Context: an optimization exercise on an open-source flow, tuned for small area. The choices shown serve that exercise and are no tape-out recipe.
Only simulation tests tie the RTL to the original design; equivalence was not proved.
Power is estimated from default activity; no workload was simulated. The flow treats the clock pin as an ideal source, which a real chip does not have.

Design hp45_core, start of the top module:
module hp45_core (
    input  wire        clk,
    input  wire        rst,
    input  wire        tick,
    input  wire        cmd_valid,
    input  wire [15:0] cmd,
    input  wire [31:0] wdata,
    output reg         rsp_valid,
    output reg  [2:0]  rc,
    output reg  [31:0] rdata,
    output wire [7:0]  port0,
    output wire [7:0]  port1,
    output wire        irq
);
    localparam integer A   = 8;
    localparam integer P   = 14;
    localparam integer PAT = A * P;
    localparam [2:0] RC_OK      = 3'd0;
    localparam [2:0] RC_FULL    = 3'd1;
    localparam [2:0] RC_EMPTY   = 3'd2;
    localparam [2:0] RC_BUSY    = 3'd3;
    localparam [2:0] RC_ILLEGAL = 3'd4;
    localparam [5:0] OP_LDPOS    = 6'h01;
    localparam [5:0] OP_LDPAT    = 6'h02;
    localparam [5:0] OP_ADD      = 6'h03;
    localparam [5:0] OP_NEXT     = 6'h04;
    localparam [5:0] OP_PEEKPOS  = 6'h05;
    localparam [5:0] OP_PEEKPAT  = 6'h06;
    localparam [5:0] OP_PKAPOS   = 6'h07;
    localparam [5:0] OP_PKAPAT   = 6'h08;
    localparam [5:0] OP_RDSPC    = 6'h09;
    localparam [5:0] OP_RDSPCMIN = 6'h0A;
    localparam [5:0] OP_WRSPC    = 6'h0B;
    localparam [5:0] OP_MERGED   = 6'h0C;
    localparam [5:0] OP_SETMODE  = 6'h0D;
    localparam [5:0] OP_GETMODE  = 6'h0E;
    localparam [5:0] OP_GETLOOP  = 6'h0F;
    localparam [5:0] OP_CLEARALL = 6'h10;
    localparam [5:0] OP_RESETRD  = 6'h11;
    localparam [5:0] OP_SETACT   = 6'h12;
    localparam [5:0] OP_SETPMODE = 6'h13;
    localparam [5:0] OP_SETSPLIT = 6'h20;
    localparam [5:0] OP_SETTMODE = 6'h21;
    localparam [5:0] OP_ENCODE   = 6'h22;
    localparam [5:0] OP_ENCIN    = 6'h23;
    localparam [5:0] OP_RDSTG    = 6'h24;
    localparam [5:0] OP_RDACT    = 6'h25;
    localparam [5:0] OP_DISPATCH = 6'h30;
  ...
clock: 15.0 ns
lec_check: 0
cap_margin: 20
core_margin: 2
core_utilization: 50
place_density: 0.85
slew_margin: 20
standard.sh (not shown) runs the stock make flow with config.mk's settings and CLKGATE_MAP_FILE= SYNTH_SCRIPT=/design/flow/synth_recipe.tcl, a recipe that flattens the netlist after the stock synthesis.
==> flow/flow/run.sh <==
#!/bin/bash
set -euo pipefail
export CTS_ARGS="-sink_clustering_enable -repair_clock_nets -sink_clustering_size 34 -sink_clustering_max_diameter 80 -dont_use_dummy_load"
export BUFFER_PORTS_ARGS="-buffer_cell sky130_fd_sc_hd__buf_1"
bash standard.sh > standard.log 2>&1
The first run ran to the end with no violations.
==> next run, changes <==
==> flow/flow/run.sh (replaced) <==
#!/bin/bash
set -euo pipefail
export CTS_ARGS="-sink_clustering_enable -repair_clock_nets -sink_clustering_size 26 -sink_clustering_max_diameter 90 -dont_use_dummy_load"
export BUFFER_PORTS_ARGS="-buffer_cell sky130_fd_sc_hd__buf_1"
bash standard.sh > standard.log 2>&1
PLACE_DENSITY = unset   (was 0.85)
Effect:
- combinational power rose by about 0.9%
- worst setup slack degrades by 0.10 ns
- cell count rose by 0.34%
- clock skew rose by 0.012 ns
- cell area rose by 0.76%
==> next run, changes <==
==> flow/run.sh (new file) <==
#!/bin/bash
# synth_recipe.tcl (not shown) runs the flow's synth.tcl, then flattens the netlist and writes it again
# the make line also repeats each setting of config.mk as NAME=value (left out here)
make -C /OpenROAD-flow-scripts/flow DESIGN_CONFIG=/design/flow/config.mk WORK_HOME=/design/flow/orfs CLKGATE_MAP_FILE= SYNTH_SCRIPT=/design/flow/synth_recipe.tcl finish
CTS_CLUSTER_DIAMETER = 100   (was unset)
CTS_CLUSTER_SIZE = 20   (was unset)
removed: flow/flow/run.sh
removed: flow/standard.sh
After rerunning:
- synthesized area is unchanged
- register-to-register slack improves by 0.04 ns
- first-iteration DRC count is higher by roughly a tenth
- non-clock buffer count is higher by 5
- wire length is higher slightly
- clock-buffer cell count is higher by 57
- core utilization is higher by 1.4 points
- design area is higher by a few percent
- total power is higher by a few percent
- die area does not change
==> next run, changes <==
==> flow/flow/run.sh (new file) <==
#!/bin/bash
set -euo pipefail
export CTS_ARGS="-sink_clustering_enable -repair_clock_nets -sink_clustering_size 30 -sink_clustering_max_diameter 70 -dont_use_dummy_load"
export BUFFER_PORTS_ARGS="-buffer_cell sky130_fd_sc_hd__buf_1"
bash standard.sh > standard.log 2>&1
==> flow/standard.sh (new file) <==
#!/bin/bash
# synth_recipe.tcl (not shown) runs the flow's synth.tcl, then flattens the netlist and writes it again
# the make line also repeats each setting of config.mk as NAME=value (left out here)
make -C /OpenROAD-flow-scripts/flow DESIGN_CONFIG=/design/flow/config.mk WORK_HOME=/design/flow/orfs CLKGATE_MAP_FILE= SYNTH_SCRIPT=/design/flow/synth_recipe.tcl "${@:-finish}"
CTS_CLUSTER_DIAMETER = unset   (was 100)
CTS_CLUSTER_SIZE = unset   (was 20)
removed: flow/run.sh
The new run completed with no timing, DRC or antenna violations; total power drops by 4.6%; flip-flop and latch count is unchanged; clock skew climbs by 0.067 ns; setup slack improved by 0.27 ns; final cell count drops by 1.5%; hold slack got worse by 0.034 ns; utilization drops by 1.3 points.

Starting RTL as in the previous note.
Settings: LEC_CHECK=0, CAP_MARGIN=20, CORE_MARGIN=2, CORE_UTILIZATION=50, SLEW_MARGIN=20; clock period 15.0 ns.
==> flow/flow/run.sh <==
#!/bin/bash
set -euo pipefail
export CTS_ARGS="-sink_clustering_enable -repair_clock_nets -sink_clustering_size 16 -sink_clustering_max_diameter 50 -dont_use_dummy_load -root_buf sky130_fd_sc_hd__clkbuf_16 -buf_list sky130_fd_sc_hd__clkbuf_8"
export BUFFER_PORTS_ARGS="-buffer_cell sky130_fd_sc_hd__buf_1"
bash standard.sh > standard.log 2>&1
The first run completed with no timing, DRC or antenna violations.
Edit:
==> flow/flow/run.sh (replaced) <==
#!/bin/bash
set -euo pipefail
export CTS_ARGS="-sink_clustering_enable -repair_clock_nets -sink_clustering_size 20 -sink_clustering_max_diameter 100 -dont_use_dummy_load"
export BUFFER_PORTS_ARGS="-buffer_cell sky130_fd_sc_hd__buf_1"
bash standard.sh > standard.log 2>&1
--- a/flow/config.mk
+++ b/flow/config.mk
@@ -10 +10 @@
-export CORE_UTILIZATION = 50
+export CORE_UTILIZATION = 65
What happened: The new run finished clean. Cell area shrinks by about 1%. Clock skew is higher by 0.021 ns. Utilization rose by 15 points. Sequential share of layout area climbs by 0.63 points.
Edit:
==> flow/run.sh (new file) <==
#!/bin/bash
# synth_recipe.tcl (not shown) runs the flow's synth.tcl, then flattens the netlist and writes it again
# the make line also repeats each setting of config.mk as NAME=value (left out here)
make -C /OpenROAD-flow-scripts/flow DESIGN_CONFIG=/design/flow/config.mk WORK_HOME=/design/flow/orfs CLKGATE_MAP_FILE= SYNTH_SCRIPT=/design/flow/synth_recipe.tcl finish
--- a/flow/config.mk
+++ b/flow/config.mk
@@ -10 +10,3 @@
-export CORE_UTILIZATION = 65
+export CORE_UTILIZATION = 50
+export CTS_CLUSTER_DIAMETER = 60
+export CTS_CLUSTER_SIZE = 30
removed: flow/flow/run.sh
removed: flow/standard.sh
After rerunning: The new run completed without violations. Clock-buffer cell count goes up by 20. Utilization goes down by 13 points. Routed wire length came out higher by 5.7%. Non-clock buffer count came out higher by 5. Register-to-register slack gets worse by 0.06 ns. Cell area grows by 4.9%. Total power grows by 12%. Area after synthesis stays the same. Setup slack gets worse by 0.33 ns. Worst hold slack gets better by 0.017 ns.
Edit:
==> flow/flow/run.sh (new file) <==
#!/bin/bash
set -euo pipefail
export CTS_ARGS="-sink_clustering_enable -repair_clock_nets -sink_clustering_size 40 -sink_clustering_max_diameter 60 -dont_use_dummy_load"
export BUFFER_PORTS_ARGS="-buffer_cell sky130_fd_sc_hd__buf_1"
bash standard.sh > standard.log 2>&1
==> flow/standard.sh (new file) <==
#!/bin/bash
# synth_recipe.tcl (not shown) runs the flow's synth.tcl, then flattens the netlist and writes it again
# the make line also repeats each setting of config.mk as NAME=value (left out here)
make -C /OpenROAD-flow-scripts/flow DESIGN_CONFIG=/design/flow/config.mk WORK_HOME=/design/flow/orfs CLKGATE_MAP_FILE= SYNTH_SCRIPT=/design/flow/synth_recipe.tcl "${@:-finish}"
--- a/flow/config.mk
+++ b/flow/config.mk
@@ -11,2 +10,0 @@
-export CTS_CLUSTER_DIAMETER = 60
-export CTS_CLUSTER_SIZE = 30
removed: flow/run.sh
=>
- count of clock-buffer cells in the layout fell by 3
- worst setup slack improves by 0.29 ns
- core utilization went down by 1.7 points
- worst hold slack loses 0.0066 ns
- sequential share of layout area climbs by 1.9 points
- combinational power shrinks by about 2%
- synthesized area does not change
- clock power decreases by 18%
- via count goes down by 0.68%
Edit:
==> flow/flow/run.sh (replaced) <==
#!/bin/bash
set -euo pipefail
export CTS_ARGS="-sink_clustering_enable -repair_clock_nets -sink_clustering_size 20 -sink_clustering_max_diameter 100 -dont_use_dummy_load"
export BUFFER_PORTS_ARGS="-buffer_cell sky130_fd_sc_hd__buf_1"
bash standard.sh > standard.log 2>&1
Result: Routed wire length is about the same; cell area decreases by 0.89%; via count decreases by about 0.9%; global-route usage decreases by 0.20 points; non-clock buffer count stays the same; setup slack improves by 0.011 ns; count of clock-buffer cells in the layout decreases by 17.
Edit:
==> flow/flow/run.sh (replaced) <==
#!/bin/bash
set -euo pipefail
export CTS_ARGS="-sink_clustering_enable -repair_clock_nets -sink_clustering_size 30 -sink_clustering_max_diameter 85 -dont_use_dummy_load"
export BUFFER_PORTS_ARGS="-buffer_cell sky130_fd_sc_hd__buf_1"
bash standard.sh > standard.log 2>&1
--- a/flow/config.mk
+++ b/flow/config.mk
@@ -10,0 +11 @@
+export PLACE_DENSITY = 0.85
Setup slack improves by 0.080 ns.
Register-to-register slack improves by 0.09 ns.
Utilization goes down by 0.58 points.

== try-nickel ==
hp45_core again, from the RTL that the note above started with.
==> flow/config.mk <==
export PLATFORM = sky130hd
export DESIGN_NAME = hp45_core
export DESIGN_NICKNAME = hp45_core
export VERILOG_FILES = /design/flow/design.v
export SDC_FILE = /design/flow/constraint.sdc
export NUM_CORES = 8
export LEC_CHECK = 0
export CAP_MARGIN = 20
export CORE_MARGIN = 2
export CORE_UTILIZATION = 50
export PLACE_DENSITY = 0.85
export SLEW_MARGIN = 20
==> flow/constraint.sdc <==
create_clock -name core_clock -period 15.0 [get_ports {clk}]
set_input_delay 3.0000 -clock core_clock [delete_from_list [all_inputs] [get_ports {clk}]]
set_output_delay 3.0000 -clock core_clock [all_outputs]
set_load 0.01 [all_outputs]
==> flow/flow/run.sh <==
#!/bin/bash
set -euo pipefail
export CTS_ARGS="-sink_clustering_enable -repair_clock_nets -sink_clustering_size 30 -sink_clustering_max_diameter 85 -dont_use_dummy_load"
export BUFFER_PORTS_ARGS="-buffer_cell sky130_fd_sc_hd__buf_1"
bash standard.sh > standard.log 2>&1
Changes in try-fjord relative to try-nickel:
==> flow/flow/run.sh <==
#!/bin/bash
set -euo pipefail
export CTS_ARGS="-sink_clustering_enable -repair_clock_nets -sink_clustering_size 26 -sink_clustering_max_diameter 90 -dont_use_dummy_load"
export BUFFER_PORTS_ARGS="-buffer_cell sky130_fd_sc_hd__buf_1"
bash standard.sh > standard.log 2>&1
--- outcome ---
Changes observed in try-fjord relative to try-nickel: non-clock buffer count shows a reduction of 1, TritonCTS buffer count shows an increase of 5, sequential cell area shows no meaningful change, post-layout worst setup margin shows a reduction of 0.0079 ns.
try-fjord against try-nickel: portion of total power attributed to sequential cells went down by 1.0 points; final wirelength went up by 0.62%; relative slew slack went up by 2.9 points; cell count was more or less identical; first-pass detailed-route iteration total went down by 4.
try-fjord does worse than try-nickel on power consumption.
## Diff of input files: try-harbor against try-fjord
- PLACE_DENSITY now 0.9, was 0.85
==> flow/flow/run.sh <==
#!/bin/bash
set -euo pipefail
export CTS_ARGS="-sink_clustering_enable -repair_clock_nets -sink_clustering_size 30 -sink_clustering_max_diameter 75 -dont_use_dummy_load"
export BUFFER_PORTS_ARGS="-buffer_cell sky130_fd_sc_hd__buf_1"
bash standard.sh > standard.log 2>&1
### Flow results
From try-fjord to try-harbor, number of setup buffers added after CTS did not move at all.
try-harbor did not stop at any stage, and its layout met the timing, DRC and antenna checks.
Compared with try-fjord, in try-harbor post-route cell area stayed essentially flat; final routed wirelength across all metal layers rose by 1.8 mm.

## static timing again, ports no longer ideal
How much do the figures lean on ideal ports? The routed layouts below were timed once more, with nothing changed but the port constraints. Step 1 (the two cells are an assumption about what drives the block):
set clk [get_ports {clk}]
set_driving_cell -lib_cell sky130_fd_sc_hd__clkbuf_16 $clk
set_driving_cell -lib_cell sky130_fd_sc_hd__buf_2 [delete_from_list [all_inputs] $clk]
Step 2 also shifts input and output timing later by t, the mid clock arrival at the registers, as if the neighbouring blocks saw the same clock. Three values: ideal ports, drivers, drivers and shift; two values: the first two.
run	t, ns	setup slack, ns	hold WS [ns]
the first run of note 1	0.648	0.981 / 0.992 / 0.344	0.434 / 0.434 / 0.434
the second run of note 1	0.689	0.878 / 0.920 / 0.231	0.407 / 0.407 / 0.407
the third run of note 1	0.729	0.628 / 0.677 / -0.052	0.453 / 0.453 / 0.453
the fourth run of note 1	0.701	0.897 / 0.937 / 0.236	0.419 / 0.419 / 0.419
the first run of note 2	0.683	0.867 / 0.912 / 0.229	0.429 / 0.429 / 0.429
the second run of note 2	0.702	0.936 / 0.961 / 0.259	0.414 / 0.414 / 0.414
the third run of note 2	0.726	0.605 / 0.654 / -0.073	0.431 / 0.431 / 0.431
the fourth run of note 2	0.699	0.897 / 0.945 / 0.246	0.424 / 0.424 / 0.424
the fifth run of note 2	0.710	0.907 / 0.950 / 0.240	0.431 / 0.431 / 0.431
the sixth run of note 2	0.669	0.987 / 0.997 / 0.328	0.455 / 0.455 / 0.455
try-nickel	0.669	0.987 / 0.997 / 0.328	0.455 / 0.455 / 0.455
try-fjord	0.676	0.979 / 0.992 / 0.315	0.454 / 0.454 / 0.454
try-harbor	0.671	0.716 / 0.728 / 0.057	0.440 / 0.440 / 0.440
With both steps, setup timing fails in the third run of note 1 and the third run of note 2, where it was met with ideal ports. For the third run of note 1, which loses most, drivers alone change the setup slack by +0.049 ns; drivers and shift together by -0.680 ns.
